Source: an optimization exercise on an open RTL-to-GDS flow (aim: small area, a short achievable clock period and few clock cycles). Production flows keep margins and buffers that such runs may drop. Only simulation tests tie the RTL to the original design; equivalence was not proved. No activity file was given, so power comes from the tool's default toggle rates.

File: flow/run.sh
#!/bin/bash
# synth_recipe.tcl (not shown) runs the flow's synth.tcl, then flattens the netlist and writes it again
# the make line also repeats each setting of config.mk as NAME=value (left out here)
make -C /OpenROAD-flow-scripts/flow DESIGN_CONFIG=/design/flow/config.mk WORK_HOME=/design/flow/orfs CLKGATE_MAP_FILE= SYNTH_SCRIPT=/design/flow/synth_recipe.tcl finish
File: flow/config.mk
export PLATFORM = sky130hd
export DESIGN_NAME = kw26_core
export DESIGN_NICKNAME = kw26_core
export VERILOG_FILES = /design/flow/design.v
export SDC_FILE = /design/flow/constraint.sdc
export NUM_CORES = 4
export LEC_CHECK = 0
export CAP_MARGIN = 20
export CORE_MARGIN = 2
export CORE_UTILIZATION = 55
export PLACE_DENSITY = 0.65
export SETUP_SLACK_MARGIN = 5
export SLEW_MARGIN = 20
File: flow/constraint.sdc
create_clock -name core_clock -period 8.0 [get_ports {clk}]
set_input_delay 1.6000 -clock core_clock [delete_from_list [all_inputs] [get_ports {clk}]]
set_output_delay 1.6000 -clock core_clock [all_outputs]
set_load 0.01 [all_outputs]
File: flow/design.v
module kw26_core (
    input  wire        clk,
    input  wire        rst,           
    input  wire        cmd_valid,
    output wire        cmd_ready,
    input  wire [99:0] cmd,
    output reg         out_valid,
    output reg  [7:0]  out_data,
    output reg         resp_valid,
    output reg  [3:0]  resp_status
);
    localparam [3:0] OP_KEY_LOAD   = 4'h1,
                     OP_KS_STEP    = 4'h2,
                     OP_KS_ADVANCE = 4'h3,
                     OP_KS_PEEK    = 4'h4,
                     OP_MSG_START  = 4'h5,
                     OP_ENC        = 4'h6,
                     OP_DEC        = 4'h7;
    localparam [3:0] ST_OK        = 4'd0,
                     ST_INVKEY    = 4'd1,
                     ST_ENCODING  = 4'd3,
                     ST_ILLEGAL   = 4'd4,
                     ST_SEQUENCE  = 4'd5;
    localparam [4:0] CODE_LTRS = 5'd31,
                     CODE_FIGS = 5'd27;
    function [30:0] fstep_a(input [30:0] s);    
        fstep_a = {s[29:0], s[30] ^ s[2]};
    endfunction
    function [30:0] step_a(input [30:0] g);     
        step_a = {g[29:0], g[30]} ^ ({31{g[30]}} & 31'd268435456);
    endfunction
    function [30:0] step5_a(input [30:0] g);
        step5_a = step_a(step_a(step_a(step_a(step_a(g)))));
    endfunction
    function [30:0] load_a(input [30:0] s);     
        begin
            load_a[0] = s[0] ^ s[3];
            load_a[1] = s[1] ^ s[4];
            load_a[2] = s[2] ^ s[5];
            load_a[3] = s[3] ^ s[6];
            load_a[4] = s[4] ^ s[7];
            load_a[5] = s[5] ^ s[8];
            load_a[6] = s[6] ^ s[9];
            load_a[7] = s[7] ^ s[10];
            load_a[8] = s[8] ^ s[11];
            load_a[9] = s[9] ^ s[12];
            load_a[10] = s[10] ^ s[13];
            load_a[11] = s[11] ^ s[14];
            load_a[12] = s[12] ^ s[15];
            load_a[13] = s[13] ^ s[16];
            load_a[14] = s[14] ^ s[17];
            load_a[15] = s[15] ^ s[18];
            load_a[16] = s[16] ^ s[19];
            load_a[17] = s[17] ^ s[20];
            load_a[18] = s[18] ^ s[21];
            load_a[19] = s[19] ^ s[22];
            load_a[20] = s[20] ^ s[23];
            load_a[21] = s[21] ^ s[24];
            load_a[22] = s[22] ^ s[25];
            load_a[23] = s[23] ^ s[26];
            load_a[24] = s[24] ^ s[27];
            load_a[25] = s[25] ^ s[28];
            load_a[26] = s[26] ^ s[29];
            load_a[27] = s[27] ^ s[30];
            load_a[28] = s[28];
            load_a[29] = s[29];
            load_a[30] = s[30];
        end
    endfunction
    function [30:0] dec_a(input [30:0] g);      
        begin
            dec_a[0] = g[1];
            dec_a[1] = g[3];
            dec_a[2] = g[5];
            dec_a[3] = g[7];
            dec_a[4] = g[9];
            dec_a[5] = g[11];
            dec_a[6] = g[13];
            dec_a[7] = g[15];
            dec_a[8] = g[17];
            dec_a[9] = g[19];
            dec_a[10] = g[21];
            dec_a[11] = g[23];
            dec_a[12] = g[25];
            dec_a[13] = g[27];
            dec_a[14] = g[1] ^ g[29];
            dec_a[15] = g[0] ^ g[3];
            dec_a[16] = g[2] ^ g[5];
            dec_a[17] = g[4] ^ g[7];
            dec_a[18] = g[6] ^ g[9];
            dec_a[19] = g[8] ^ g[11];
            dec_a[20] = g[10] ^ g[13];
            dec_a[21] = g[12] ^ g[15];
            dec_a[22] = g[14] ^ g[17];
            dec_a[23] = g[16] ^ g[19];
            dec_a[24] = g[18] ^ g[21];
            dec_a[25] = g[20] ^ g[23];
            dec_a[26] = g[22] ^ g[25];
            dec_a[27] = g[24] ^ g[27];
            dec_a[28] = g[26] ^ g[29];
            dec_a[29] = g[28];
            dec_a[30] = g[30];
        end
    endfunction
    function [4:0] nxt5_a(input [30:0] g);       
        begin
            nxt5_a[4] = g[25] ^ g[28];
            nxt5_a[3] = g[24] ^ g[27] ^ g[30];
            nxt5_a[2] = g[23] ^ g[26] ^ g[29];
            nxt5_a[1] = g[22] ^ g[25] ^ g[28];
            nxt5_a[0] = g[21] ^ g[24] ^ g[27] ^ g[30];
        end
    endfunction
    function [4:0] out5_a(input [30:0] g);       
        begin
            out5_a[4] = g[30];
            out5_a[3] = g[29];
            out5_a[2] = g[28];
            out5_a[1] = g[27] ^ g[30];
            out5_a[0] = g[26] ^ g[29];
        end
    endfunction
    function [28:0] fstep_b(input [28:0] s);    
        fstep_b = {s[27:0], s[28] ^ s[1]};
    endfunction
    function [28:0] step_b(input [28:0] g);     
        step_b = {g[27:0], g[28]} ^ ({29{g[28]}} & 29'd134217728);
    endfunction
    function [28:0] step5_b(input [28:0] g);
        step5_b = step_b(step_b(step_b(step_b(step_b(g)))));
    endfunction
    function [28:0] load_b(input [28:0] s);     
        begin
            load_b[0] = s[0] ^ s[2];
            load_b[1] = s[1] ^ s[3];
            load_b[2] = s[2] ^ s[4];
            load_b[3] = s[3] ^ s[5];
            load_b[4] = s[4] ^ s[6];
            load_b[5] = s[5] ^ s[7];
            load_b[6] = s[6] ^ s[8];
            load_b[7] = s[7] ^ s[9];
            load_b[8] = s[8] ^ s[10];
            load_b[9] = s[9] ^ s[11];
            load_b[10] = s[10] ^ s[12];
            load_b[11] = s[11] ^ s[13];
            load_b[12] = s[12] ^ s[14];
            load_b[13] = s[13] ^ s[15];
            load_b[14] = s[14] ^ s[16];
            load_b[15] = s[15] ^ s[17];
            load_b[16] = s[16] ^ s[18];
            load_b[17] = s[17] ^ s[19];
            load_b[18] = s[18] ^ s[20];
            load_b[19] = s[19] ^ s[21];
            load_b[20] = s[20] ^ s[22];
            load_b[21] = s[21] ^ s[23];
            load_b[22] = s[22] ^ s[24];
            load_b[23] = s[23] ^ s[25];
            load_b[24] = s[24] ^ s[26];
            load_b[25] = s[25] ^ s[27];
            load_b[26] = s[26] ^ s[28];
            load_b[27] = s[27];
            load_b[28] = s[28];
        end
    endfunction
    function [28:0] dec_b(input [28:0] g);      
        begin
            dec_b[0] = g[1];
            dec_b[1] = g[3];
            dec_b[2] = g[5];
            dec_b[3] = g[7];
            dec_b[4] = g[9];
            dec_b[5] = g[11];
            dec_b[6] = g[13];
            dec_b[7] = g[15];
            dec_b[8] = g[17];
            dec_b[9] = g[19];
            dec_b[10] = g[21];
            dec_b[11] = g[23];
            dec_b[12] = g[25];
            dec_b[13] = g[0] ^ g[27];
            dec_b[14] = g[0] ^ g[2];
            dec_b[15] = g[2] ^ g[4];
            dec_b[16] = g[4] ^ g[6];
            dec_b[17] = g[6] ^ g[8];
            dec_b[18] = g[8] ^ g[10];
            dec_b[19] = g[10] ^ g[12];
            dec_b[20] = g[12] ^ g[14];
            dec_b[21] = g[14] ^ g[16];
            dec_b[22] = g[16] ^ g[18];
            dec_b[23] = g[18] ^ g[20];
            dec_b[24] = g[20] ^ g[22];
            dec_b[25] = g[22] ^ g[24];
            dec_b[26] = g[24] ^ g[26];
            dec_b[27] = g[26] ^ g[28];
            dec_b[28] = g[28];
        end
    endfunction
    function [4:0] nxt5_b(input [28:0] g);       
        begin
            nxt5_b[4] = g[23] ^ g[25] ^ g[27];
            nxt5_b[3] = g[22] ^ g[24] ^ g[26] ^ g[28];
            nxt5_b[2] = g[21] ^ g[23] ^ g[25] ^ g[27];
            nxt5_b[1] = g[20] ^ g[22] ^ g[24] ^ g[26] ^ g[28];
            nxt5_b[0] = g[19] ^ g[21] ^ g[23] ^ g[25] ^ g[27];
        end
    endfunction
    function [4:0] out5_b(input [28:0] g);       
        begin
            out5_b[4] = g[28];
            out5_b[3] = g[27];
            out5_b[2] = g[26] ^ g[28];
            out5_b[1] = g[25] ^ g[27];
            out5_b[0] = g[24] ^ g[26] ^ g[28];
        end
    endfunction
    function [22:0] fstep_c(input [22:0] s);    
        fstep_c = {s[21:0], s[22] ^ s[4]};
    endfunction
    function [22:0] step_c(input [22:0] g);     
        step_c = {g[21:0], g[22]} ^ ({23{g[22]}} & 23'd262144);
    endfunction
    function [22:0] step5_c(input [22:0] g);
        step5_c = step_c(step_c(step_c(step_c(step_c(g)))));
    endfunction
    function [22:0] load_c(input [22:0] s);     
        begin
            load_c[0] = s[0] ^ s[5];
            load_c[1] = s[1] ^ s[6];
            load_c[2] = s[2] ^ s[7];
            load_c[3] = s[3] ^ s[8];
            load_c[4] = s[4] ^ s[9];
            load_c[5] = s[5] ^ s[10];
            load_c[6] = s[6] ^ s[11];
            load_c[7] = s[7] ^ s[12];
            load_c[8] = s[8] ^ s[13];
            load_c[9] = s[9] ^ s[14];
            load_c[10] = s[10] ^ s[15];
            load_c[11] = s[11] ^ s[16];
            load_c[12] = s[12] ^ s[17];
            load_c[13] = s[13] ^ s[18];
            load_c[14] = s[14] ^ s[19];
            load_c[15] = s[15] ^ s[20];
            load_c[16] = s[16] ^ s[21];
            load_c[17] = s[17] ^ s[22];
            load_c[18] = s[18];
            load_c[19] = s[19];
            load_c[20] = s[20];
            load_c[21] = s[21];
            load_c[22] = s[22];
        end
    endfunction
    function [22:0] dec_c(input [22:0] g);      
        begin
            dec_c[0] = g[1];
            dec_c[1] = g[3];
            dec_c[2] = g[5];
            dec_c[3] = g[7];
            dec_c[4] = g[9];
            dec_c[5] = g[11];
            dec_c[6] = g[13];
            dec_c[7] = g[15];
            dec_c[8] = g[17];
            dec_c[9] = g[1] ^ g[19];
            dec_c[10] = g[3] ^ g[21];
            dec_c[11] = g[0] ^ g[5];
            dec_c[12] = g[2] ^ g[7];
            dec_c[13] = g[4] ^ g[9];
            dec_c[14] = g[6] ^ g[11];
            dec_c[15] = g[8] ^ g[13];
            dec_c[16] = g[10] ^ g[15];
            dec_c[17] = g[12] ^ g[17];
            dec_c[18] = g[14] ^ g[19];
            dec_c[19] = g[16] ^ g[21];
            dec_c[20] = g[18];
            dec_c[21] = g[20];
            dec_c[22] = g[22];
        end
    endfunction
    function [4:0] nxt5_c(input [22:0] g);       
        begin
            nxt5_c[4] = g[17] ^ g[22];
            nxt5_c[3] = g[16] ^ g[21];
            nxt5_c[2] = g[15] ^ g[20];
            nxt5_c[1] = g[14] ^ g[19];
            nxt5_c[0] = g[13] ^ g[18];
        end
    endfunction
    function [4:0] out5_c(input [22:0] g);       
        begin
            out5_c[4] = g[22];
            out5_c[3] = g[21];
            out5_c[2] = g[20];
            out5_c[1] = g[19];
            out5_c[0] = g[18];
        end
    endfunction
    function combine(input a, input b, input c);
        reg [7:0] tt;
        begin
            tt = 8'h62;
            combine = tt[{a, b, c}];
        end
    endfunction
    function [7:0] tab_ltrs(input [4:0] c);
        case (c)
            5'd0:  tab_ltrs = 8'h00;  5'd1:  tab_ltrs = 8'h45;
            5'd2:  tab_ltrs = 8'h0A;  5'd3:  tab_ltrs = 8'h41;
            5'd4:  tab_ltrs = 8'h20;  5'd5:  tab_ltrs = 8'h53;
            5'd6:  tab_ltrs = 8'h49;  5'd7:  tab_ltrs = 8'h55;
            5'd8:  tab_ltrs = 8'h0D;  5'd9:  tab_ltrs = 8'h44;
            5'd10: tab_ltrs = 8'h52;  5'd11: tab_ltrs = 8'h4A;
            5'd12: tab_ltrs = 8'h4E;  5'd13: tab_ltrs = 8'h46;
            5'd14: tab_ltrs = 8'h43;  5'd15: tab_ltrs = 8'h4B;
            5'd16: tab_ltrs = 8'h54;  5'd17: tab_ltrs = 8'h5A;
            5'd18: tab_ltrs = 8'h4C;  5'd19: tab_ltrs = 8'h57;
            5'd20: tab_ltrs = 8'h48;  5'd21: tab_ltrs = 8'h59;
            5'd22: tab_ltrs = 8'h50;  5'd23: tab_ltrs = 8'h51;
            5'd24: tab_ltrs = 8'h4F;  5'd25: tab_ltrs = 8'h42;
            5'd26: tab_ltrs = 8'h47;  5'd28: tab_ltrs = 8'h4D;
            5'd29: tab_ltrs = 8'h58;  5'd30: tab_ltrs = 8'h56;
            default: tab_ltrs = 8'h00;
        endcase
    endfunction
    function [7:0] tab_figs(input [4:0] c);
        case (c)
            5'd0:  tab_figs = 8'h00;  5'd1:  tab_figs = 8'h33;
            5'd2:  tab_figs = 8'h0A;  5'd3:  tab_figs = 8'h2D;
            5'd4:  tab_figs = 8'h20;  5'd5:  tab_figs = 8'h27;
            5'd6:  tab_figs = 8'h38;  5'd7:  tab_figs = 8'h37;
            5'd8:  tab_figs = 8'h0D;  5'd9:  tab_figs = 8'h05;
            5'd10: tab_figs = 8'h34;  5'd11: tab_figs = 8'h07;
            5'd12: tab_figs = 8'h2C;  5'd13: tab_figs = 8'h21;
            5'd14: tab_figs = 8'h3A;  5'd15: tab_figs = 8'h28;
            5'd16: tab_figs = 8'h35;  5'd17: tab_figs = 8'h2B;
            5'd18: tab_figs = 8'h29;  5'd19: tab_figs = 8'h32;
            5'd20: tab_figs = 8'h23;  5'd21: tab_figs = 8'h36;
            5'd22: tab_figs = 8'h30;  5'd23: tab_figs = 8'h31;
            5'd24: tab_figs = 8'h39;  5'd25: tab_figs = 8'h3F;
            5'd26: tab_figs = 8'h26;  5'd28: tab_figs = 8'h2E;
            5'd29: tab_figs = 8'h2F;  5'd30: tab_figs = 8'h3D;
            default: tab_figs = 8'h00;
        endcase
    endfunction
    function [6:0] find_ch(input [7:0] ch);
        integer i;
        begin
            find_ch = 7'd0;
            for (i = 0; i < 32; i = i + 1)
                if (i != 27 && i != 31) begin
                    if (tab_ltrs(i[4:0]) == ch) find_ch = find_ch | {2'b10, i[4:0]};
                    if (tab_figs(i[4:0]) == ch) find_ch = find_ch | {2'b01, i[4:0]};
                end
        end
    endfunction
    wire [3:0]  op  = cmd[99:96];
    wire [95:0] arg = cmd[95:0];
    wire z_hi  = |arg[95:32];
    wire z_mid = |arg[31:8];
    wire z_lo3 = |arg[7:5];
    wire z_lo5 = |arg[4:0];
    wire o_key  = (op == OP_KEY_LOAD);
    wire o_step = (op == OP_KS_STEP);
    wire o_adv  = (op == OP_KS_ADVANCE);
    wire o_peek = (op == OP_KS_PEEK);
    wire o_msg  = (op == OP_MSG_START);
    wire o_enc  = (op == OP_ENC);
    wire o_dec  = (op == OP_DEC);
    wire [31:0] seed_a = arg[95:64];
    wire [31:0] seed_b = arg[63:32];
    wire [31:0] seed_c = arg[31:0];
    wire [6:0] enc = find_ch(arg[7:0]);
    reg        keyed;
    wire       keyed_eff;   
    wire       seq_err = o_key == keyed_eff;
    wire peek_zero = (arg[31:0] == 32'd0);
    wire peek_one  = (arg[31:0] == 32'd1);
    wire x_step = o_step && keyed_eff;
    wire x_adv  = o_adv && keyed_eff;
    wire x_peek = o_peek && keyed_eff && !peek_zero;
    wire x_enc  = o_enc && keyed_eff;
    wire x_dec  = o_dec && keyed_eff;
    reg [30:0] ra;          
    reg [28:0] rb;
    reg [22:0] rc;
    reg [30:0] cva;         
    reg [28:0] cvb;
    reg [22:0] cvc;
    reg [114:0] scr;
    wire [95:0] nreg = scr[95:0];
    wire [30:0] pa = scr[114:84];
    wire [28:0] pb = scr[83:55];
    wire [22:0] pc = scr[54:32];
    reg        shift;       
    reg        rdy;
    reg        m_resp;      
    reg        m_step, m_enc, m_grp2, m_dec, m_peek, m_adv, m_adlast;
    reg        p_first, peek_last;
    reg        c_bad, c_key, c_step, c_peek, c_msg, c_enc, c_dec;
    reg        e_seq, e_zhi, e_zmid, e_zlo3, e_zlo5, e_ka, e_kb, e_kc, e_kr;
    reg [4:0]  e_sym;       
    reg        e_inl, e_inf;
    reg [4:0]  acnt;        
    reg [1:0]  dg_a;        
    reg [2:0]  car_a;       
    reg [1:0]  dg_b;        
    reg [2:0]  car_b;       
    reg [1:0]  dg_c;        
    reg [3:0]  car_c;       
    wire ez_all  = e_zhi || e_zmid || e_zlo3 || e_zlo5;
    wire r_ill   = c_bad || ((c_step || c_msg) && ez_all) || (c_peek && e_zhi) ||
                   (c_enc && (e_zhi || e_zmid)) || (c_dec && (e_zhi || e_zmid || e_zlo3));
    wire r_keyok = e_ka && e_kb && e_kc && e_kr;
    wire [3:0] r_status = r_ill ? ST_ILLEGAL : e_seq ? ST_SEQUENCE :
                          (c_key && !r_keyok) ? ST_INVKEY :
                          (c_enc && !(e_inl || e_inf)) ? ST_ENCODING : ST_OK;
    wire r_ok    = (r_status == ST_OK);
    assign keyed_eff = keyed || (m_resp && c_key && r_ok);
    wire f_step  = ez_all;
    wire f_enc   = e_zhi || e_zmid || !(e_inl || e_inf);
    wire f_dec   = e_zhi || e_zmid || e_zlo3;
    wire f_peek  = p_first && e_zhi;
    wire z_peek = p_first ? combine(cva[30], cvb[28], cvc[22]) : combine(pa[30], pb[28], pc[22]);
    wire [82:0] pk_nx = p_first ? {fstep_a(cva), fstep_b(cvb), fstep_c(cvc)} : {fstep_a(pa), fstep_b(pb), fstep_c(pc)};
    wire [4:0] ya = out5_a(ra), yb = out5_b(rb), yc = out5_c(rc);
    wire [4:0] ks5_ra = {combine(ya[4], yb[4], yc[4]),
                      combine(ya[3], yb[3], yc[3]),
                      combine(ya[2], yb[2], yc[2]),
                      combine(ya[1], yb[1], yc[1]),
                      combine(ya[0], yb[0], yc[0])};
    wire [4:0] na = nxt5_a(ra), nb = nxt5_b(rb), nc = nxt5_c(rc);
    wire [4:0] ks5_n5 = {combine(na[4], nb[4], nc[4]),
                         combine(na[3], nb[3], nc[3]),
                         combine(na[2], nb[2], nc[2]),
                         combine(na[1], nb[1], nc[1]),
                         combine(na[0], nb[0], nc[0])};
    reg  [4:0] ks5;
    wire [4:0] dsym = e_sym ^ ks5;
    wire enc_one = shift ? e_inf : e_inl;     
    function [7:0] digit_a(input [95:0] v, input [1:0] mask);
        integer i;
        begin
            digit_a = 8'd0;
            for (i = 0; i < 2; i = i + 1)
                if (mask[i])
                    digit_a = digit_a + ((8'd0 + v[0 + i] + v[31 + i] + v[62 + i] + v[93 + i]) << i);
        end
    endfunction
    function [7:0] digit_b(input [95:0] v, input [1:0] mask);
        integer i;
        begin
            digit_b = 8'd0;
            for (i = 0; i < 2; i = i + 1)
                if (mask[i])
                    digit_b = digit_b + ((8'd0 + v[0 + i] + v[29 + i] + v[58 + i] + v[87 + i]) << i);
        end
    endfunction
    function [7:0] digit_c(input [95:0] v, input [1:0] mask);
        integer i;
        begin
            digit_c = 8'd0;
            for (i = 0; i < 2; i = i + 1)
                if (mask[i])
                    digit_c = digit_c + ((8'd0 + v[0 + i] + v[23 + i] + v[46 + i] + v[69 + i] + v[92 + i]) << i);
        end
    endfunction
    wire [95:0] nahead = nreg >> 2;
    wire [95:0] ntap = nreg;
    reg  [3:0] raw_a;     
    wire [7:0] raw_nx_a = digit_a(ntap, (acnt == 5'd15) ? 2'd1 : 2'd3);
    wire [7:0] sum_a = raw_a + car_a;
    wire [30:0] st_a_0 = ra;
    wire [30:0] st_a_1 = dec_a(dg_a[0] ? step_a(st_a_0) : st_a_0);
    wire [30:0] st_a_2 = dec_a(dg_a[1] ? step_a(st_a_1) : st_a_1);
    wire [3:0] kap_a = ({4'd0, dg_a} >> 1) + (car_a << 1);
    reg  [3:0] raw_b;     
    wire [7:0] raw_nx_b = digit_b(ntap, (acnt == 5'd14) ? 2'd1 : 2'd3);
    wire [7:0] sum_b = raw_b + car_b;
    wire [28:0] st_b_0 = rb;
    wire [28:0] st_b_1 = dec_b(dg_b[0] ? step_b(st_b_0) : st_b_0);
    wire [28:0] st_b_2 = dec_b(dg_b[1] ? step_b(st_b_1) : st_b_1);
    wire [3:0] kap_b = ({4'd0, dg_b} >> 1) + (car_b << 1);
    reg  [3:0] raw_c;     
    wire [7:0] raw_nx_c = digit_c(ntap, (acnt == 5'd11) ? 2'd1 : 2'd3);
    wire [7:0] sum_c = raw_c + car_c;
    wire [22:0] st_c_0 = rc;
    wire [22:0] st_c_1 = dec_c(dg_c[0] ? step_c(st_c_0) : st_c_0);
    wire [22:0] st_c_2 = dec_c(dg_c[1] ? step_c(st_c_1) : st_c_1);
    wire [3:0] kap_c = ({4'd0, dg_c} >> 1) + (car_c << 1);
    reg [1:0] nx_dg_a;
    reg [2:0] nx_car_a;
    reg [1:0] nx_dg_b;
    reg [2:0] nx_car_b;
    reg [1:0] nx_dg_c;
    reg [3:0] nx_car_c;
    always @(*) begin
        nx_dg_a  = dg_a;
        nx_car_a = car_a;
        if (acnt < 5'd17) begin
            nx_dg_a  = sum_a[1:0];
            nx_car_a = sum_a >> 2;
        end else if (acnt == 5'd17) begin
            nx_car_a = kap_a;
        end else if (car_a != 0) begin
            nx_car_a = car_a - 1'd1;
        end
        nx_dg_b  = dg_b;
        nx_car_b = car_b;
        if (acnt < 5'd16) begin
            nx_dg_b  = sum_b[1:0];
            nx_car_b = sum_b >> 2;
        end else if (acnt == 5'd16) begin
            nx_car_b = kap_b;
        end else if (car_b != 0) begin
            nx_car_b = car_b - 1'd1;
        end
        nx_dg_c  = dg_c;
        nx_car_c = car_c;
        if (acnt < 5'd13) begin
            nx_dg_c  = sum_c[1:0];
            nx_car_c = sum_c >> 2;
        end else if (acnt == 5'd13) begin
            nx_car_c = kap_c;
        end else if (car_c != 0) begin
            nx_car_c = car_c - 1'd1;
        end
    end
    wire adv_end = (acnt >= 5'd17) && ((acnt > 5'd17) ? (car_a <= 4'd1) : (acnt == 5'd17) && (kap_a == 4'd0)) && ((acnt > 5'd16) ? (car_b <= 4'd1) : (acnt == 5'd16) && (kap_b == 4'd0)) && ((acnt > 5'd13) ? (car_c <= 4'd1) : (acnt == 5'd13) && (kap_c == 4'd0));
    reg shift_nx;
    always @(*) begin
        shift_nx = shift;
        if (!keyed)
            shift_nx = 1'b0;
        else if (m_resp && c_msg && r_ok)
            shift_nx = 1'b0;
        else if (m_enc && !f_enc && !enc_one)
            shift_nx = !shift;
        else if (m_dec && !f_dec && dsym == CODE_LTRS)
            shift_nx = 1'b0;
        else if (m_dec && !f_dec && dsym == CODE_FIGS)
            shift_nx = 1'b1;
    end
    assign cmd_ready = rdy;
    wire take = cmd_valid && rdy;
    reg rdy_nx;
    always @(*) begin
        if (rdy)
            rdy_nx = !(cmd_valid &&
                       (x_adv || (x_peek && !peek_one) ||
                        (x_enc && (shift_nx ? (enc[6] && !enc[5]) : (enc[5] && !enc[6])))));
        else if (m_peek)
            rdy_nx = f_peek || (nreg[31:0] == 32'd2);
        else if (m_adv)
            rdy_nx = adv_end;
        else
            rdy_nx = 1'b1;
    end
    always @(posedge clk) begin
        scr[114:96] <= pk_nx[82:64];
        if (rdy)
            scr[95:0] <= arg;
        else if (m_peek) begin
            scr[31:0]  <= scr[31:0] - 32'd1;
            scr[95:32] <= pk_nx[63:0];
        end else
            scr[95:0] <= nahead;
        if (!keyed_eff) begin
            ra  <= load_a(seed_a[30:0]);
            rb  <= load_b(seed_b[28:0]);
            rc  <= load_c(seed_c[22:0]);
            cva <= seed_a[30:0];
            cvb <= seed_b[28:0];
            cvc <= seed_c[22:0];
        end
        if (!keyed_eff)
            ks5 <= {combine(seed_a[30], seed_b[28], seed_c[22]),
                    combine(seed_a[29], seed_b[27], seed_c[21]),
                    combine(seed_a[28], seed_b[26], seed_c[20]),
                    combine(seed_a[27], seed_b[25], seed_c[19]),
                    combine(seed_a[26], seed_b[24], seed_c[18])};
        else if (m_step && !f_step)
            ks5 <= {ks5[3:0], ks5_n5[4]};
        else if ((m_enc && !f_enc) || m_grp2 || (m_dec && !f_dec))
            ks5 <= ks5_n5;
        else if (m_adv || m_adlast)
            ks5 <= ks5_ra;
        c_bad     <= !(o_key || o_step || o_adv || o_peek || o_msg || o_enc || o_dec);
        c_key     <= o_key;
        c_step    <= o_step;
        c_peek    <= o_peek;
        c_msg     <= o_msg;
        c_enc     <= o_enc;
        c_dec     <= o_dec;
        e_seq     <= seq_err;
        e_zhi     <= z_hi;
        e_zmid    <= z_mid;
        e_zlo3    <= z_lo3;
        e_zlo5    <= z_lo5;
        e_ka      <= (seed_a != 32'd0);
        e_kb      <= (seed_b != 32'd0);
        e_kc      <= (seed_c != 32'd0);
        e_kr      <= !seed_a[31] && (seed_b[31:29] == 3'd0) && (seed_c[31:23] == 9'd0);
        e_inl     <= enc[6];
        e_inf     <= enc[5];
        p_first   <= take;
        peek_last <= take ? peek_one : (scr[31:0] == 32'd2);
        if (m_peek)
            out_data <= {7'd0, z_peek};
        else if (m_step)
            out_data <= {7'd0, ks5[4]};
        else if (m_dec)
            out_data <= shift ? tab_figs(dsym) : tab_ltrs(dsym);
        else if (m_enc && !enc_one)
            out_data <= {3'd0, (shift ? CODE_LTRS : CODE_FIGS) ^ ks5};
        else
            out_data <= {3'd0, e_sym ^ ks5};
        dg_a  <= nx_dg_a;
        car_a <= take ? 0 : nx_car_a;
        raw_a <= take ? 0 : raw_nx_a;
        dg_b  <= nx_dg_b;
        car_b <= take ? 0 : nx_car_b;
        raw_b <= take ? 0 : raw_nx_b;
        dg_c  <= nx_dg_c;
        car_c <= take ? 0 : nx_car_c;
        raw_c <= take ? 0 : raw_nx_c;
        acnt <= take ? 5'd0 : acnt + 5'd1;
        if (rst) begin
            rdy        <= 1'b1;
            keyed      <= 1'b0;
            shift      <= 1'b0;
            out_valid  <= 1'b0;
            resp_valid <= 1'b0;
            m_resp     <= 1'b0;
            m_step     <= 1'b0;
            m_enc      <= 1'b0;
            m_grp2     <= 1'b0;
            m_dec      <= 1'b0;
            m_peek     <= 1'b0;
            m_adv      <= 1'b0;
            m_adlast   <= 1'b0;
        end else begin
            out_valid   <= 1'b0;
            resp_valid  <= 1'b0;
            resp_status <= ST_OK;
            rdy         <= rdy_nx;
            shift       <= shift_nx;
            if (m_resp) begin
                resp_valid  <= 1'b1;
                resp_status <= r_status;
                m_resp      <= 1'b0;
                if (c_key && r_ok)
                    keyed <= 1'b1;
            end
            if (m_step) begin
                resp_valid <= 1'b1;
                m_step     <= 1'b0;
                if (f_step) begin
                    resp_status <= ST_ILLEGAL;
                end else begin
                    ra        <= step_a(ra);
                    rb        <= step_b(rb);
                    rc        <= step_c(rc);
                    out_valid <= 1'b1;
                end
            end
            if (((m_enc && !f_enc) || m_grp2 || (m_dec && !f_dec))) begin
                ra <= step5_a(ra);
                rb <= step5_b(rb);
                rc <= step5_c(rc);
            end
            if (m_enc) begin
                m_enc     <= 1'b0;
                if (f_enc) begin
                    resp_valid  <= 1'b1;
                    resp_status <= (e_zhi || e_zmid) ? ST_ILLEGAL : ST_ENCODING;
                end else if (enc_one) begin
                    out_valid  <= 1'b1;
                    resp_valid <= 1'b1;
                end else begin
                    out_valid <= 1'b1;
                    m_grp2    <= 1'b1;
                end
            end
            if (m_grp2) begin
                out_valid  <= 1'b1;
                resp_valid <= 1'b1;
                m_grp2     <= 1'b0;
            end
            if (m_dec) begin
                resp_valid <= 1'b1;
                m_dec      <= 1'b0;
                if (f_dec) begin
                    resp_status <= ST_ILLEGAL;
                end else if (dsym != CODE_LTRS && dsym != CODE_FIGS) begin
                    out_valid <= 1'b1;
                end
            end
            if (m_peek) begin
                if (f_peek) begin
                    resp_valid  <= 1'b1;
                    resp_status <= ST_ILLEGAL;
                    m_peek      <= 1'b0;
                end else begin
                    out_valid <= 1'b1;
                    if (peek_last) begin
                        resp_valid <= 1'b1;
                        m_peek     <= 1'b0;
                    end
                end
            end
            if (m_adv) begin
                if (acnt < 5'd2)
                    ra <= ra;
                else if (acnt < 5'd17)
                    ra <= st_a_2;
                else if (acnt == 5'd17)
                    ra <= st_a_1;
                else if (car_a != 0)
                    ra <= step_a(ra);
                if (acnt < 5'd2)
                    rb <= rb;
                else if (acnt < 5'd16)
                    rb <= st_b_2;
                else if (acnt == 5'd16)
                    rb <= st_b_1;
                else if (car_b != 0)
                    rb <= step_b(rb);
                if (acnt < 5'd2)
                    rc <= rc;
                else if (acnt < 5'd13)
                    rc <= st_c_2;
                else if (acnt == 5'd13)
                    rc <= st_c_1;
                else if (car_c != 0)
                    rc <= step_c(rc);
                if (adv_end) begin
                    m_adv    <= 1'b0;
                    m_adlast <= 1'b1;
                end
            end
            if (m_adlast) begin
                resp_valid <= 1'b1;
                m_adlast   <= 1'b0;
            end
            if (take) begin
                e_sym  <= o_enc ? enc[4:0] : arg[4:0];
                m_resp <= !(x_step || x_enc || x_dec || x_peek || x_adv);
                m_step <= x_step;
                m_enc  <= x_enc;
                m_dec  <= x_dec;
                m_peek <= x_peek;
                m_adv  <= x_adv;
            end
        end
    end
endmodule
==> summary.txt, run 1 <==
The HPWL reported at the end of detailed placement is 74080 µm. Counting distinct cell types in the post-synthesis netlist gives 90. The average wire per cell in the routed design came out at 28.74 µm. The detailed router finished its first iteration with 4271 violations. The cell area after synthesis is 28000 µm². The placeable core region came out at 50170 µm². The share of total power in sequential cells came out at 34.8%. The clock tree from TritonCTS is built. The net count reported at finish is 3457.

The number of failing setup endpoints in the final timing report came out at 0. Dividing total power by cell area gives a power density of 212.8 nW/µm². Tracing the worst setup path back leads to its startpoint at cmd[60]. Across the routed clock network, the largest skew measured is 0.02620 ns. The final period utilization came out at 38.25%. The total vias in the final route came out at 28.22k. The share of total power dissipated in the clock network is 29.8%. The maximum buffer depth of the clock tree came out at 3. The path class of the tightest hold or removal check is flip-flop to flip-flop. The number of synthesized register bits is 367. The number of flops mapped to enable cells by yosys is 185. The overall routed net length came out at 114700 µm. Summing the areas of all and, or, nand and nor instances in the mapped netlist gives 15.25% of the synthesized area.

At the pin with the least slew margin, the transition time is 1.073 ns. The DRC violation count after routing came out at 0. The standby leakage power is 12.56 nW.

The arrival time reported for the critical path endpoint is 3.40 ns. In this run switching power makes up 37.60% of total power. After Yosys synthesis, full adders, half adders and majority gates account for 3.548% of the synthesized area. The run finished with no timing, DRC or antenna violations. The maximum vdd drop is 203.4 µV.

CTS placed an instance of sky130_fd_sc_hd__clkbuf_16 at the clock tree root. The highest signal layer in the routed design is met5. The required time at the endpoint of the critical path came out at 8.34 ns. The endpoint type of the worst setup path is a flip-flop.

In the synthesized netlist, mux cells make up 11.49% of the area. The number of top-level pins is 118. The width of the chip came out at 229.6 µm. The final total negative setup slack came out at 0 ns. The total global routing overflow came out at 0. The number of global-route vias before repair came out at 26.40k. After clock tree synthesis, the flow added hold-fix buffers numbering 0. The number of buffers created by CTS came out at 42. The total of buffers placed on input and output ports came out at 115. The maximum fanout count along the critical path is 6. Including well taps, the total number of placed cells is 3841. The clock transition at the registers of the reported paths came out at 0.06 ns. The total routing resource utilization after global routing came out at 41.81%. The floorplan die height came out at 229.6 µm. Dividing the detail-routed via count by the number of cells gives 7.071. The worst setup path is launched from an input pin.

The count of non-filler cells in the finished layout is 3990. The complex-gate fraction of the synthesized area came out at 22.79%. The number of routed nets with antenna violations is 0. The share of final-layout standard cells stronger than drive strength 1 came out at 11.73%. The worst register-to-register path has a depth of 10. The number of search-and-repair iterations in the first detailed-routing pass came out at 8. In this run the critical register-to-register path is launched from m_dec. The number of pins exceeding their max-slew limit in the final report came out at 0.

The number of max-cap violations is 0. Entering global routing, the biggest net connects 107 pins. The area enclosed by the die boundary is 52730 µm². The count of final hold-check violations came out at 0. Setup repair after global routing could not meet its margin everywhere. The cell-internal power came out at 4.291 mW. The headroom to the max-slew limit is 27.96%. The sequential cell area fraction in the yosys report is 32.85%. The total number of clock tree sinks is 367. The endpoint of the lowest-slack register-to-register path is ra[16]. Timing would allow up to 326.8 MHz. The number of antenna violations at the first check in global routing came out at 3. The combinational family with the most area after synthesis is compound AO/OA/AOI/OAI gates.

The global-route wire length before repair is 169400 µm. The setup path with the least slack is of type input pin to flip-flop. Among all flip-flop cells after synthesis, the most frequent one is sky130_fd_sc_hd__edfxtp_1. The switching component of the power came out at 2.586 mW. The destination of the critical timing path is rb[26]. The worst path needs 3.060 ns of the cycle, external delays included. In this run the mean area of a mapped cell was 8.426 µm².

The routed wire length on met3 came out at 13660 µm. Once the floorplan was initialized, standard cells occupied 55.81% of the core. The source-to-sink clock delay at the later pin of the worst-skew pair is 0.61 ns. After technology mapping, the gate count stands at 3323. Routability-driven placement finished with a final weighted congestion of 0.9962. The number of placement rows came out at 82. The depth of the CTS H-tree is 2. The slack of the worst reg-to-reg path came out at 5.01 ns. The fraction of synthesized cell area in xor and xnor cells is 8.683%. The count of warnings emitted by yosys is 1. The routed length on met1 is 42230 µm.

The routed length on met2 came out at 50350 µm. The proportion of power drawn by combinational gates came out at 35.4%. The area added between synthesis and finish is 15.43%. The async set-or-reset flop fraction in the synthesized netlist is 0%.
==> repair_timing <==
action                     in CTS  in global routing
setup endpoints to repair     279                 82
setup buffers                  22                 29
pin swaps                      11                 19
gates resized for setup       153                 85
gates cloned                   14                  5
==> state kept, by name (all words and copies together), names as in the netlist, 2 cells and up <==
register and flops:
out_data 7, raw_a 4, e_sym 5, resp_status 3
cvc 23, raw_c 4, ks5 5, cvb 29
raw_b 4, ra 31, car_b 3, car_c 4
rb 29, rc 23, car_a 3, cva 31
dg_c 2, dg_b 2, acnt 5, dg_a 2
scr 115
==> worst min-delay path by stage <==
stage / depth (start not counted) / end / from / slack [ns]
global route: 1 / scr[97] / scr[96] / 0.47
floorplan: 1 / m_adlast / m_adlast / 0.42
CTS: 1 / m_adlast / m_adlast / 0.46
global placement: 1 / scr[114] / scr[113] / 0.44
finish: 1 / scr[97] / scr[96] / 0.46
detailed placement: 1 / scr[97] / scr[96] / 0.44
==> power groups by stage <==
| stage | Sequential, mW | Combinational, mW | Clock, mW |
|---|---|---|---|
| after floorplan | 2.24 | 1.73 | 0 |
| after global placement | 2.41 | 2.24 | 0 |
| after detailed placement | 2.41 | 2.26 | 0 |
| after CTS | 2.38 | 2.31 | 2.05 |
| after global routing | 2.40 | 2.58 | 2.13 |
| final | 2.39 | 2.44 | 2.05 |
==> Yosys cell counts (10+ instances only) <==
cell type | instances | area [µm²]
sky130_fd_sc_hd__a211oi_1 | 39 | 292.8
sky130_fd_sc_hd__a21o_1 | 15 | 112.6
sky130_fd_sc_hd__a21oi_1 | 216 | 1081
sky130_fd_sc_hd__a221o_1 | 19 | 190.2
sky130_fd_sc_hd__a221oi_1 | 32 | 280.3
sky130_fd_sc_hd__a22o_1 | 10 | 87.58
sky130_fd_sc_hd__a22oi_1 | 24 | 180.2
sky130_fd_sc_hd__a31oi_1 | 18 | 112.6
sky130_fd_sc_hd__and2_1 | 11 | 68.82
sky130_fd_sc_hd__and3_1 | 28 | 175.2
sky130_fd_sc_hd__buf_1 | 38 | 142.6
sky130_fd_sc_hd__buf_2 | 43 | 215.2
sky130_fd_sc_hd__clkbuf_1 | 239 | 897.1
sky130_fd_sc_hd__dfxtp_1 | 182 | 3643
sky130_fd_sc_hd__edfxtp_1 | 185 | 5555
sky130_fd_sc_hd__fa_1 | 14 | 280.3
sky130_fd_sc_hd__ha_1 | 57 | 713.2
sky130_fd_sc_hd__inv_1 | 50 | 187.7
sky130_fd_sc_hd__mux2_2 | 54 | 608.1
sky130_fd_sc_hd__mux2i_1 | 227 | 2272
sky130_fd_sc_hd__mux4_2 | 15 | 337.8
sky130_fd_sc_hd__nand2_1 | 348 | 1306
sky130_fd_sc_hd__nand2b_1 | 23 | 143.9
sky130_fd_sc_hd__nand3_1 | 61 | 305.3
sky130_fd_sc_hd__nand3b_1 | 11 | 82.58
sky130_fd_sc_hd__nand4_1 | 17 | 106.4
sky130_fd_sc_hd__nor2_1 | 223 | 837.1
sky130_fd_sc_hd__nor2b_1 | 19 | 118.9
sky130_fd_sc_hd__nor3_1 | 73 | 365.4
sky130_fd_sc_hd__nor3b_1 | 11 | 82.58
sky130_fd_sc_hd__nor4_1 | 32 | 200.2
sky130_fd_sc_hd__o2111ai_1 | 11 | 96.34
sky130_fd_sc_hd__o211ai_1 | 51 | 382.9
sky130_fd_sc_hd__o21ai_0 | 381 | 1907
sky130_fd_sc_hd__o221ai_1 | 52 | 455.4
sky130_fd_sc_hd__o22ai_1 | 28 | 175.2
sky130_fd_sc_hd__o31ai_1 | 17 | 127.6
sky130_fd_sc_hd__or3_1 | 19 | 118.9
sky130_fd_sc_hd__xnor2_1 | 171 | 1498
sky130_fd_sc_hd__xor2_1 | 104 | 910.9
==> per-stage QoR <==
stage	cell area (µm²)	setup slack, ns	power (mW)	util [%]	hold slack, ns
floorplan	28280	4.692	3.967	-	0.4162
global placement	29270	3.563	4.651	58.33	0.4386
detailed placement	29270	3.505	4.675	58.35	0.4449
CTS	31680	5.000	6.739	63.14	0.4565
global route	32320	4.923	7.110	64.41	0.4690
finish	32320	4.940	6.877	64.42	0.4552
==> layer usage <==
metal	global-route usage [%]	up-vias
li1	-	12160
met1	53.64	13460
met2	63.79	2092
met3	9.786	504
met4	25.65	6
met5	0	-
==> worst max-delay path, cell delays in order <==
cell and delay, ns:
sky130_fd_sc_hd__clkdlybuf4s50_1 0.71, sky130_fd_sc_hd__xnor2_1 0.61, sky130_fd_sc_hd__a21oi_1 0.17, sky130_fd_sc_hd__a22oi_1 0.20
sky130_fd_sc_hd__o21ai_0 0.10
==> kinds of logic after synthesis <==
family,Yosys count
AO/OA/AOI/OAI,1014
XOR/XNOR,276
adder cells (fa/ha/maj),71
AND/OR/NAND/NOR,917
other,1
multiplexers,296
buffers and inverters,381
flip-flops,367
==> placed cells by master, fill, tap and decap left out, types with 54 or more instances in the layout <==
cell,netlist,layout
sky130_fd_sc_hd__a21oi_1,216,214
sky130_fd_sc_hd__buf_4,5,79
sky130_fd_sc_hd__clkdlybuf4s50_1,0,65
sky130_fd_sc_hd__dfxtp_1,182,170
sky130_fd_sc_hd__edfxtp_1,185,185
sky130_fd_sc_hd__ha_1,57,56
sky130_fd_sc_hd__mux2_2,54,54
sky130_fd_sc_hd__mux2i_1,227,224
sky130_fd_sc_hd__nand2_1,348,344
sky130_fd_sc_hd__nand3_1,61,59
sky130_fd_sc_hd__nor2_1,223,214
sky130_fd_sc_hd__nor3_1,73,71
sky130_fd_sc_hd__o21ai_0,381,376
sky130_fd_sc_hd__xnor2_1,171,169
sky130_fd_sc_hd__xor2_1,104,98
==> area by class of cell <==
| cell class | instances | area, µm² |
|---|---|---|
| antenna | 1 | 2.502 |
| fill | 4217 | 17850 |
| clock inverter | 28 | 327.8 |
| tap | 672 | 840.8 |
| clock buffer | 50 | 1102 |
| multi-input combinational | 2581 | 17950 |
| timing repair buffer | 234 | 2616 |
| inverter | 56 | 245.2 |
| sequential | 367 | 9226 |
| timing repair inverter | 1 | 5.005 |
Testbench counts, summed over its fixed seeds: cycles 1,227.
==> run 2: changes to the inputs <==
--- a/flow/config.mk
+++ b/flow/config.mk
@@ -9,5 +9,5 @@
 export CORE_MARGIN = 2
 export CORE_UTILIZATION = 55
-export PLACE_DENSITY = 0.65
+export PLACE_DENSITY = 0.72
 export SETUP_SLACK_MARGIN = 5
 export SLEW_MARGIN = 20
==> run 2 against run 1 <==
Effect of this change: largest power group is now sequential cells; still clean; cell area shrank 0.44%; cell count shrank 0.33%; first-iteration DRC count shrank 1.1%; combinational power fell by 3%; sequential share of layout area is 0.12 points higher; synthesized area unchanged; clock power barely moved; utilization shrank 0.28 points; critical path type unchanged; hold slack gained 0.0043 ns.
==> summary.txt, run 2 <==
The total vias in the final route is 27.90k (-1.1%). The net count reported at finish is 3440 (-0.49%). The setup slack at placement is 3.473 ns (-0.03149 ns).

The mux contribution to synthesized area came out at 11.49% (unchanged). The async set-or-reset flop fraction in the synthesized netlist came out at 0% (unchanged). The number of flops mapped to enable cells by yosys is 185 (unchanged). The final worst setup slack was 4.988 ns (+0.04839 ns). Counting instances in the post-synthesis netlist gives the leading cell types as 381 x sky130_fd_sc_hd__o21ai_0, 348 x sky130_fd_sc_hd__nand2_1, 239 x sky130_fd_sc_hd__clkbuf_1. Ranked by total cell area, the synthesized netlist is headed by sky130_fd_sc_hd__edfxtp_1 20%, sky130_fd_sc_hd__dfxtp_1 13%, sky130_fd_sc_hd__mux2i_1 8.1%, sky130_fd_sc_hd__o21ai_0 6.8%, sky130_fd_sc_hd__xnor2_1 5.3%. The total global routing overflow is 0 (unchanged). The endpoint type of the worst setup path is a flip-flop.

The number of buffers created by CTS was 43 (+2.4%). The maximum fanout count along the critical path is 11 (+5). The combinational family with the most area after synthesis is compound AO/OA/AOI/OAI gates.

The placeable core region is 50170 µm² (unchanged). The fraction of synthesized cell area in xor and xnor cells is 8.683% (unchanged). The global-route wire length before repair was 163600 µm (-3.5%). The width of the chip is 229.6 µm (unchanged). The final core utilization came out at 64.14% (-0.28 points). The source-to-sink clock delay at the later pin of the worst-skew pair is 0.63 ns (+0.02 ns). The power density over the cells was 210.8 nW/µm² (-0.94%). The per-instance average area after synthesis is 8.426 µm² (unchanged). The most common cell after layout, fill and taps aside is sky130_fd_sc_hd__o21ai_0. The minimum clock period after layout came to 3.012 ns (-0.04839 ns).

The post-placement cell area is 29270 µm² (about the same). The complex-gate fraction of the synthesized area came out at 22.79% (unchanged). The standby leakage power is 12.52 nW (-0.31%). The maximum operating frequency is 332.0 MHz (+1.6%). The clock transition at the registers of the reported paths is 0.07 ns (about the same). Setup repair after global routing could not meet its margin everywhere. The number of antenna violations at the first check in global routing came out at 4 (+1). The post-placement cell count came out at 3837 (-0.10%).

The number of global-route vias before repair was 25.98k (-1.6%). The overall routed net length is 110100 µm (-4.0%). The number of cells on the worst reg-to-reg path is 8 (-2). The worst register-to-register path begins at ks5[0].

The leading cell type by number of instances after synthesis is sky130_fd_sc_hd__o21ai_0. The slowest stage of the critical path belongs to the cell sky130_fd_sc_hd__a211oi_2. The pin slew with the least headroom to its limit came out at 1.228 ns (+0.1548 ns). The slack of the worst reg-to-reg path is 5.00 ns (about the same). In this run the clock root is driven by a sky130_fd_sc_hd__clkbuf_16.

The run finished with no timing, DRC or antenna violations. The placer's final routability congestion estimate came out at 0.9736 (-2.3%). The top-area cell type share of the netlist area is 19.84% (unchanged). The required time at the endpoint of the critical path came out at 8.51 ns (+0.17 ns). The total of buffers placed on input and output ports is 115 (unchanged). The total number of clock tree sinks came out at 367 (unchanged). The adder-cell share of the synthesized area is 3.548% (unchanged). The overall power consumption came out at 6.783 mW (-1.4%). The fraction of the mapped netlist area in simple logic gates was 15.25% (unchanged).

The worst register-to-register path ends at rdy. The average wire per cell in the routed design is 27.67 µm (-3.7%). The DRC violation count after routing is 0 (unchanged). The most common cell type on the critical path is sky130_fd_sc_hd__a211oi_2. The HPWL reported at the end of detailed placement is 70990 µm (-4.2%). The number of synthesized register bits is 367 (unchanged). The pin count of the biggest net entering global routing is 191 (+79%). The floorplan die height is 229.6 µm (unchanged). The most used flip-flop cell after synthesis is sky130_fd_sc_hd__edfxtp_1. The final period utilization came out at 37.65% (-0.60 points). The share of final-layout standard cells stronger than drive strength 1 came to 11.69% (-0.034 points). The count of non-filler cells in the finished layout is 3977 (-0.33%). The count of warnings emitted by yosys is 1 (unchanged). The count of final hold-check violations came out at 0 (unchanged). The count of different cell masters after synthesis is 90 (unchanged). The depth of the CTS H-tree came to 2 (unchanged). The maximum single-stage delay on the critical path came out at 0.39 ns (-0.32 ns). The final standard cell area without fillers is 32180 µm² (-0.44%). The arrival time reported for the critical path endpoint was 3.52 ns (+0.12 ns). The starting utilization of the core area is 55.81% (unchanged). The largest total area in the synthesized netlist belongs to sky130_fd_sc_hd__edfxtp_1. The area growth from synthesis to layout is 14.92%. In this run the worst setup path begins at cmd[0].

The number of max-cap violations came out at 0 (unchanged). The number of search-and-repair iterations in the first detailed-routing pass came out at 9 (+1). The headroom to the max-slew limit came out at 17.71% (-10 points). STA classifies the critical path startpoint as an input pin. The maximum vdd drop was 160.0 µV (-21%). In the layout the commonest cells are 377 x sky130_fd_sc_hd__o21ai_0, 344 x sky130_fd_sc_hd__nand2_1, 225 x sky130_fd_sc_hd__mux2i_1, 213 x sky130_fd_sc_hd__nor2_1, 213 x sky130_fd_sc_hd__a21oi_1.

The hold-fix buffer count after cts is 0 (unchanged). The worst hold slack across all endpoints is 0.4595 ns (+0.004345 ns). The sequential cell area fraction in the yosys report is 32.85% (unchanged).

The tightest min-delay check is of the flip-flop to flip-flop type. The number of cells traversed by the worst hold path came to 1 (unchanged). The total routing resource utilization after global routing came out at 40.02% (-1.8 points).

The number of routed nets with antenna violations came out at 0 (unchanged). The cell area after synthesis is 28000 µm² (unchanged). The area enclosed by the die boundary is 52730 µm² (unchanged).

The worst clock skew is 0.05240 ns (+0.02620 ns). TritonCTS built the clock tree. The per-cell via count in the routed design is 7.016 (-0.79%). The number of placement rows is 82 (unchanged).

The number of fill cells is 4213 (-0.095%). The maximum buffer depth of the clock tree is 3 (unchanged). The number of failing setup endpoints in the final timing report came out at 0 (unchanged). The number of pins exceeding their max-slew limit in the final report is 0 (unchanged). The number of top-level pins is 118 (unchanged). The cell count after synthesis is 3323 (unchanged).

The critical path is of the input pin to flip-flop type. The register with the most flip-flops is scr. The number of flip-flops under the largest register name is 115 (unchanged).

Traced cell by cell, the critical path runs through clkdlybuf4s15_2, buf_12, and2_1, o22ai_1, a21o_1, a211oi_2, a211oi_2, o21a_1, o21ai_0. The critical path ends at rdy. The final total negative setup slack is 0 ns (unchanged). The largest registers in the layout are scr (115), cva (31), ra (31). The detailed router's first-iteration violation count came out at 4225 (-1.1%).
==> run 2: cell counts after synthesis <==
No cell type changed its count.
==> run 2: cell families after synthesis <==
kind of cell,after synthesis
xor gates and xnor gates,276
muxes,296
adders and majority gates,71
AOI/OAI and AO/OA,1014
other,1
DFF,367
buffers and inverters,381
and+or+nand+nor,917
==> run 2: layout make-up <==
type                    count  area [µm²]  area share [%]
repair inverters            1       7.507         0.02333
diodes                      4       10.01         0.03111
multi-input cells        2579       17970           55.84
inverters                  56       230.2          0.7155
well taps                 672       840.8           2.613
clock buffers              60        1261           3.920
repair buffers            218        2447           7.606
flip-flops and latches    367        9225           28.67
clock inverters            20       187.7          0.5833
==> run 2: worst min path at each step <==
| stage | from | to | slack (ns) |
|---|---|---|---|
| 5_1_grt | scr[109] | scr[110] | 0.47 |
| 4_1_cts | scr[109] | scr[110] | 0.46 |
| 3_3_place_gp | scr[104] | scr[105] | 0.44 |
| 6_report | scr[99] | scr[100] | 0.46 |
| 3_5_place_dp | scr[109] | scr[110] | 0.45 |
| 2_1_floorplan | m_adlast | m_adlast | 0.42 |
==> run 2: routing by layer <==
metal	vias up	GRT usage, %	wire length (µm)	part of all wire (%)
met5	-	0	10	0.0091
met3	439	7.794	12660	12
met2	2032	61.46	48410	44
met4	2	23.80	7536	6.8
met1	13300	52.28	41430	38
li1	12130	-	-	-
==> run 2: power by group <==
part | switching [mW] | leakage, nW | internal [mW]
registers | 0.250 | 3.48 | 2.14
logic | 1.39 | 8.32 | 0.978
clock network | 0.897 | 0.722 | 1.13
total | 2.54 | 12.5 | 4.24
==> run 2: worst max-delay path, delay by kind of cell <==
family	cells	cell delay [ns]
AND/OR/NAND/NOR	1	0.28
AO/OA/AOI/OAI	6	1.19
buffers and inverters	2	0.44
==> run 2: repair_timing <==
action | CTS | global route
resized for setup | 159 | 97
pin swaps | 8 | 14
setup endpoints to repair | 212 | 92
setup buffers | 17 | 19
gates cloned | 11 | 8
==> run 3: changes to the inputs <==
--- a/flow/design.v
+++ b/flow/design.v
@@ -103,4 +103,18 @@
         end
     endfunction
+    function [9:0] ytap_a(input [30:0] g);       
+        begin
+            ytap_a[0] = g[30];
+            ytap_a[1] = g[29];
+            ytap_a[2] = g[28];
+            ytap_a[3] = g[27] ^ g[30];
+            ytap_a[4] = g[26] ^ g[29];
+            ytap_a[5] = g[25] ^ g[28];
+            ytap_a[6] = g[24] ^ g[27] ^ g[30];
+            ytap_a[7] = g[23] ^ g[26] ^ g[29];
+            ytap_a[8] = g[22] ^ g[25] ^ g[28];
+            ytap_a[9] = g[21] ^ g[24] ^ g[27] ^ g[30];
+        end
+    endfunction
     function [4:0] nxt5_a(input [30:0] g);       
         begin
@@ -196,4 +210,18 @@
         end
     endfunction
+    function [9:0] ytap_b(input [28:0] g);       
+        begin
+            ytap_b[0] = g[28];
+            ytap_b[1] = g[27];
+            ytap_b[2] = g[26] ^ g[28];
+            ytap_b[3] = g[25] ^ g[27];
+            ytap_b[4] = g[24] ^ g[26] ^ g[28];
+            ytap_b[5] = g[23] ^ g[25] ^ g[27];
+            ytap_b[6] = g[22] ^ g[24] ^ g[26] ^ g[28];
+            ytap_b[7] = g[21] ^ g[23] ^ g[25] ^ g[27];
+            ytap_b[8] = g[20] ^ g[22] ^ g[24] ^ g[26] ^ g[28];
+            ytap_b[9] = g[19] ^ g[21] ^ g[23] ^ g[25] ^ g[27];
+        end
+    endfunction
     function [4:0] nxt5_b(input [28:0] g);       
         begin
@@ -277,4 +305,18 @@
         end
     endfunction
+    function [9:0] ytap_c(input [22:0] g);       
+        begin
+            ytap_c[0] = g[22];
+            ytap_c[1] = g[21];
+            ytap_c[2] = g[20];
+            ytap_c[3] = g[19];
+            ytap_c[4] = g[18];
+            ytap_c[5] = g[17] ^ g[22];
+            ytap_c[6] = g[16] ^ g[21];
+            ytap_c[7] = g[15] ^ g[20];
+            ytap_c[8] = g[14] ^ g[19];
+            ytap_c[9] = g[13] ^ g[18];
+        end
+    endfunction
     function [4:0] nxt5_c(input [22:0] g);       
         begin
@@ -394,5 +436,5 @@
     reg        rdy;
     reg        m_resp;      
-    reg        m_step, m_enc, m_grp2, m_dec, m_peek, m_adv, m_adlast;
+    reg        m_step, m_enc, m_grp2, m_dec, m_peek, m_adv;
     reg        p_first, peek_last;
     reg        c_bad, c_key, c_step, c_peek, c_msg, c_enc, c_dec;
@@ -525,4 +567,40 @@
         end
     end
+    wire [3:0] kapnx_a = ({4'd0, nx_dg_a} >> 1) + (nx_car_a << 1);
+    wire [3:0] kapnx_b = ({4'd0, nx_dg_b} >> 1) + (nx_car_b << 1);
+    wire [3:0] kapnx_c = ({4'd0, nx_dg_c} >> 1) + (nx_car_c << 1);
+    wire [4:0] acnt_nx = acnt + 5'd1;
+    wire adv_end_nx = (acnt_nx >= 5'd17) && ((acnt_nx > 5'd17) ? (nx_car_a <= 4'd1) : (acnt_nx == 5'd17) && (kapnx_a == 4'd0)) && ((acnt_nx > 5'd16) ? (nx_car_b <= 4'd1) : (acnt_nx == 5'd16) && (kapnx_b == 4'd0)) && ((acnt_nx > 5'd13) ? (nx_car_c <= 4'd1) : (acnt_nx == 5'd13) && (kapnx_c == 4'd0));
+    wire [9:0] yt_a = ytap_a(ra);
+    reg  [4:0] ya_a;
+    always @(*) begin
+        if (acnt == 5'd17)
+            ya_a = {yt_a[dg_a[0:0] + 0], yt_a[dg_a[0:0] + 2], yt_a[dg_a[0:0] + 4], yt_a[dg_a[0:0] + 6], yt_a[dg_a[0:0] + 8]};
+        else if (acnt > 5'd17 && car_a != 0)
+            ya_a = {yt_a[1], yt_a[2], yt_a[3], yt_a[4], yt_a[5]};
+        else
+            ya_a = {yt_a[0], yt_a[1], yt_a[2], yt_a[3], yt_a[4]};
+    end
+    wire [9:0] yt_b = ytap_b(rb);
+    reg  [4:0] ya_b;
+    always @(*) begin
+        if (acnt == 5'd16)
+            ya_b = {yt_b[dg_b[0:0] + 0], yt_b[dg_b[0:0] + 2], yt_b[dg_b[0:0] + 4], yt_b[dg_b[0:0] + 6], yt_b[dg_b[0:0] + 8]};
+        else if (acnt > 5'd16 && car_b != 0)
+            ya_b = {yt_b[1], yt_b[2], yt_b[3], yt_b[4], yt_b[5]};
+        else
+            ya_b = {yt_b[0], yt_b[1], yt_b[2], yt_b[3], yt_b[4]};
+    end
+    wire [9:0] yt_c = ytap_c(rc);
+    reg  [4:0] ya_c;
+    always @(*) begin
+        if (acnt == 5'd13)
+            ya_c = {yt_c[dg_c[0:0] + 0], yt_c[dg_c[0:0] + 2], yt_c[dg_c[0:0] + 4], yt_c[dg_c[0:0] + 6], yt_c[dg_c[0:0] + 8]};
+        else if (acnt > 5'd13 && car_c != 0)
+            ya_c = {yt_c[1], yt_c[2], yt_c[3], yt_c[4], yt_c[5]};
+        else
+            ya_c = {yt_c[0], yt_c[1], yt_c[2], yt_c[3], yt_c[4]};
+    end
+    wire [4:0] ks5_adv = {combine(ya_a[4], ya_b[4], ya_c[4]), combine(ya_a[3], ya_b[3], ya_c[3]), combine(ya_a[2], ya_b[2], ya_c[2]), combine(ya_a[1], ya_b[1], ya_c[1]), combine(ya_a[0], ya_b[0], ya_c[0])};
     wire adv_end = (acnt >= 5'd17) && ((acnt > 5'd17) ? (car_a <= 4'd1) : (acnt == 5'd17) && (kap_a == 4'd0)) && ((acnt > 5'd16) ? (car_b <= 4'd1) : (acnt == 5'd16) && (kap_b == 4'd0)) && ((acnt > 5'd13) ? (car_c <= 4'd1) : (acnt == 5'd13) && (kap_c == 4'd0));
     reg shift_nx;
@@ -551,5 +629,5 @@
             rdy_nx = f_peek || (nreg[31:0] == 32'd2);
         else if (m_adv)
-            rdy_nx = adv_end;
+            rdy_nx = adv_end_nx;
         else
             rdy_nx = 1'b1;
@@ -582,6 +660,6 @@
         else if ((m_enc && !f_enc) || m_grp2 || (m_dec && !f_dec))
             ks5 <= ks5_n5;
-        else if (m_adv || m_adlast)
-            ks5 <= ks5_ra;
+        else if (m_adv)
+            ks5 <= ks5_adv;
         c_bad     <= !(o_key || o_step || o_adv || o_peek || o_msg || o_enc || o_dec);
         c_key     <= o_key;
@@ -637,5 +715,4 @@
             m_peek     <= 1'b0;
             m_adv      <= 1'b0;
-            m_adlast   <= 1'b0;
         end else begin
             out_valid   <= 1'b0;
@@ -734,12 +811,8 @@
                     rc <= step_c(rc);
                 if (adv_end) begin
-                    m_adv    <= 1'b0;
-                    m_adlast <= 1'b1;
+                    resp_valid <= 1'b1;
+                    m_adv      <= 1'b0;
                 end
             end
-            if (m_adlast) begin
-                resp_valid <= 1'b1;
-                m_adlast   <= 1'b0;
-            end
             if (take) begin
                 e_sym  <= o_enc ? enc[4:0] : arg[4:0];
==> run 3 against run 2 <==
Effect of this change: clock power about the same; sequential power about the same; global-route usage decreased by 0.42 points; total power grew 1.7%; cell area shrank 0.99%; via count increased by 0.88%.
==> summary.txt, run 3 <==
The area growth from synthesis to layout is 13.43%. The net count reported at finish came out at 3502 (+1.8%). The number of buffers created by CTS came out at 43 (unchanged). The maximum operating frequency came to 313.1 MHz (-5.7%).

The number of global-route vias before repair is 26.06k (+0.29%). The count of non-filler cells in the finished layout was 4034 (+1.4%). The number of failing setup endpoints in the final timing report came out at 0 (unchanged). The area enclosed by the die boundary was 52890 µm² (+0.31%).

The total number of clock tree sinks came out at 366 (-0.27%). The number of max-cap violations is 0 (unchanged). The total routing resource utilization after global routing is 39.60% (-0.42 points).

The detailed router's first-iteration violation count came out at 4591 (+8.7%). The total global routing overflow is 0 (unchanged). Setup repair after global routing could not meet its margin everywhere. The arrival time reported for the critical path endpoint came out at 3.53 ns (about the same). For this run, the leading register cell type out of synthesis is sky130_fd_sc_hd__dfxtp_1. The floorplan die height is 230.0 µm (+0.16%). The per-instance average area after synthesis came out at 8.261 µm² (-2.0%). The depth of the CTS H-tree is 2 (unchanged). STA classifies the critical path endpoint as a flip-flop. The cell-internal power is 4.305 mW (+1.4%). The library cells used most frequently in the layout, excluding fill and tap cells, are 404 x sky130_fd_sc_hd__nand2_1, 351 x sky130_fd_sc_hd__o21ai_0, 271 x sky130_fd_sc_hd__nor2_1, 227 x sky130_fd_sc_hd__a21oi_1, 190 x sky130_fd_sc_hd__mux2i_1. The flow ran to the end and the layout has no timing, DRC or antenna violations. The path class of the tightest hold or removal check is flip-flop to flip-flop. The cell area after synthesis is 28090 µm² (+0.32%). The pin count of the biggest net entering global routing came out at 115 (-40%). The share of final-layout standard cells stronger than drive strength 1 is 10.92% (-0.78 points).

The worst clock skew came out at 0.03253 ns (-0.01987 ns). The share of total power in sequential cells came out at 34.4% (-0.8 points). The part of the total power dissipated in the clock network is 29.5% (-0.3 points).

The net switching fraction of the power is 37.60% (+0.17 points). The commonest cells after synthesis are 413 x sky130_fd_sc_hd__nand2_1, 354 x sky130_fd_sc_hd__o21ai_0, 279 x sky130_fd_sc_hd__nor2_1. The number of antenna violations at the first check in global routing was 6 (+2). The number of routed nets with antenna violations came out at 0 (unchanged). The count of final hold-check violations came to 0 (unchanged). Of all cell types, the one taking the most synthesized area is sky130_fd_sc_hd__edfxtp_1.

The average wire per cell in the routed design came out at 27.09 µm (-2.1%). The sequential cell area fraction in the yosys report was 32.57% (-0.28 points). The source-to-sink clock delay at the later pin of the worst-skew pair came to 0.61 ns (-0.02 ns).

The count of different cell masters after synthesis came out at 96 (+6.7%). The total vias in the final route was 28.15k (+0.88%). The number of flops mapped to enable cells by yosys came out at 182 (-1.6%). The hold-fix buffer count after cts was 0 (unchanged).

The final antenna diode count is 0 (-4). The maximum fanout count along the critical path is 10 (-1). The HPWL reported at the end of detailed placement came to 70340 µm (-0.92%). The standby leakage power is 12.17 nW (-2.8%). The critical path is of the input pin to flip-flop type. The number of pins exceeding their max-slew limit in the final report came out at 0 (unchanged). The type of element launching the critical path is an input pin. The post-placement cell count is 3916 (+2.1%). The clock tree from TritonCTS is built.

The overall routed net length is 109300 µm (-0.70%). Ranked by flip-flop count, first place goes to scr. The maximum buffer depth of the clock tree is 3 (unchanged). The number of top-level pins is 118 (unchanged).

The maximum vdd drop came out at 162.7 µV (+1.7%). The placer's final routability congestion estimate is 0.9818 (+0.84%). The signal on the critical path passes through clkdlybuf4s50_1, and3b_2, a21boi_2, o311ai_2, a311o_1, a2111oi_4, nor2_1. The proportion of power drawn by combinational gates came out at 36.2% (+1.3 points). The number of search-and-repair iterations in the first detailed-routing pass came to 7 (-2). The largest registers in the layout are scr (115), cva (31), ra (31).

The clock transition at the registers of the reported paths came out at 0.06 ns (about the same). The maximum single-stage delay on the critical path came to 0.64 ns (+0.25 ns). The async set-or-reset flop fraction in the synthesized netlist came out at 0% (unchanged). The pin slew with the least headroom to its limit is 1.157 ns (-0.07023 ns). The number of fill cells is 4289 (+1.8%). The number of flip-flops under the largest register name came out at 115 (unchanged).

The per-cell via count in the routed design is 6.977 (-0.54%). The minimum clock period after layout came to 3.194 ns (+0.1821 ns). The number of synthesized register bits is 366 (-0.27%). In the post-synthesis netlist, the biggest area contributors are sky130_fd_sc_hd__edfxtp_1 19%, sky130_fd_sc_hd__dfxtp_1 13%, sky130_fd_sc_hd__mux2i_1 7.0%, sky130_fd_sc_hd__o21ai_0 6.3%, sky130_fd_sc_hd__xnor2_1 6.1%.

The final period utilization came out at 39.92% (+2.3 points). The switching component of the power came out at 2.594 mW (+2.2%). The starting utilization of the core area was 55.87% (+0.063 points). The final total negative setup slack came to 0 ns (unchanged). The number of placement rows is 82 (unchanged). The global-route wire length before repair was 162200 µm (-0.81%). In the post-synthesis netlist, the cell with the most instances is sky130_fd_sc_hd__nand2_1. The count of warnings emitted by yosys is 1 (unchanged).

The root buffer cell is sky130_fd_sc_hd__clkbuf_16. The width of the chip came to 230.0 µm (+0.16%). The cell count after synthesis came to 3400 (+2.3%). The required time at the endpoint of the critical path came out at 8.34 ns (-0.17 ns). The total of buffers placed on input and output ports is 115 (unchanged).

The headroom to the max-slew limit came out at 22.76% (+5.0 points). The power density over the cells came out at 216.5 nW/µm² (+2.7%). The top-area cell type share of the netlist area came out at 19.46% (-0.38 points). The slowest stage of the critical path is the sky130_fd_sc_hd__clkdlybuf4s50_1 cell. The placeable core region came out at 50270 µm² (+0.20%). The DRC violation count after routing is 0 (unchanged).

Leaving out fill and tap cells, the most frequent cell in the layout is sky130_fd_sc_hd__nand2_1.
[run 3: changes by cell type after synthesis, moves of 24 or more]
cell                       before  now
sky130_fd_sc_hd__mux2i_1      227  197
sky130_fd_sc_hd__nand3_1       61   85
sky130_fd_sc_hd__nor2_1       223  279
sky130_fd_sc_hd__nand2_1      348  413
sky130_fd_sc_hd__xor2_1       104   79
sky130_fd_sc_hd__clkbuf_1     239  196
sky130_fd_sc_hd__xnor2_1      171  195
sky130_fd_sc_hd__o21ai_0      381  354
[run 3: metrics by stage]
stage | total power [mW] | setup slack [ns] | utilization [%] | cell area (µm²) | hold WS, ns
2_1_floorplan | 4.032 | 4.463 | - | 28310 | 0.4340
3_3_place_gp | 4.672 | 3.552 | 58.29 | 29310 | 0.4369
3_5_place_dp | 4.714 | 3.568 | 58.29 | 29310 | 0.4412
4_1_cts | 6.764 | 4.839 | 62.45 | 31400 | 0.4590
5_1_grt | 7.138 | 4.770 | 63.37 | 31860 | 0.4664
6_report | 6.898 | 4.806 | 63.37 | 31860 | 0.4581
[run 3: area by class of cell]
class,instances,area (µm²),area share (%)
timing repair inverter,1,5.005,0.01571
timing repair buffer,193,2092,6.566
sequential,366,9180,28.81
inverter,62,266.5,0.8365
clock inverter,23,195.2,0.6127
multi-input combinational,2660,18050,56.65
tap,672,840.8,2.639
clock buffer,57,1232,3.868
[run 3: cell families after synthesis]
| kind of cell | synth area share, % |
|---|---|
| compound gates | 21.84 |
| xor+xnor | 8.602 |
| fa+ha+maj | 3.581 |
| buf+inv | 5.568 |
| flops | 32.57 |
| mux | 10.58 |
| other cells | 0.01335 |
| simple gates | 17.24 |
[run 3: layer usage]
metal	track usage, %	wire length (µm)	up-vias
li1	-	-	12230
met1	54.81	42670	13380
met2	57.91	46140	2132
met3	11.09	15250	395
met4	16.57	5159	8
met5	0	53	-
[run 3: what timing repair did]
| action | CTS | global route |
|---|---|---|
| endpoints found under the setup margin | 255 | 79 |
| gates cloned | 12 | 3 |
| endpoints found under the hold margin | 0 | 0 |
| pin swaps | 7 | 4 |
| setup buffers | 8 | 15 |
| gates resized for setup | 141 | 94 |
[run 3: path summary, 6_finish.rpt]
path              startpoint       end  slack [ns]  depth (start not counted)
setup / recovery     cmd[97]  e_sym[3]        4.81                          7
hold / removal      scr[102]  scr[103]        0.46                          1
setup reg to reg       e_inf     rb[0]        5.06                          9
hold reg to reg     scr[102]  scr[103]        0.46                          1
[run 3: critical path, delay by kind of cell]
family | cells | cell delay (ns)
and+or+nand+nor | 2 | 0.35
AOI/OAI and AO/OA | 4 | 0.94
buffers and inverters | 1 | 0.64
[run 3: power groups by stage]
stage / clock [mW] / combinational, mW / sequential (mW)
global placement: 0 / 2.29 / 2.38
global route: 2.10 / 2.66 / 2.38
floorplan: 0 / 1.79 / 2.24
finish: 2.03 / 2.49 / 2.37
CTS: 2.04 / 2.38 / 2.35
detailed placement: 0 / 2.33 / 2.39
Testbench counts of run 3, summed over its fixed seeds: cycles 1,203.
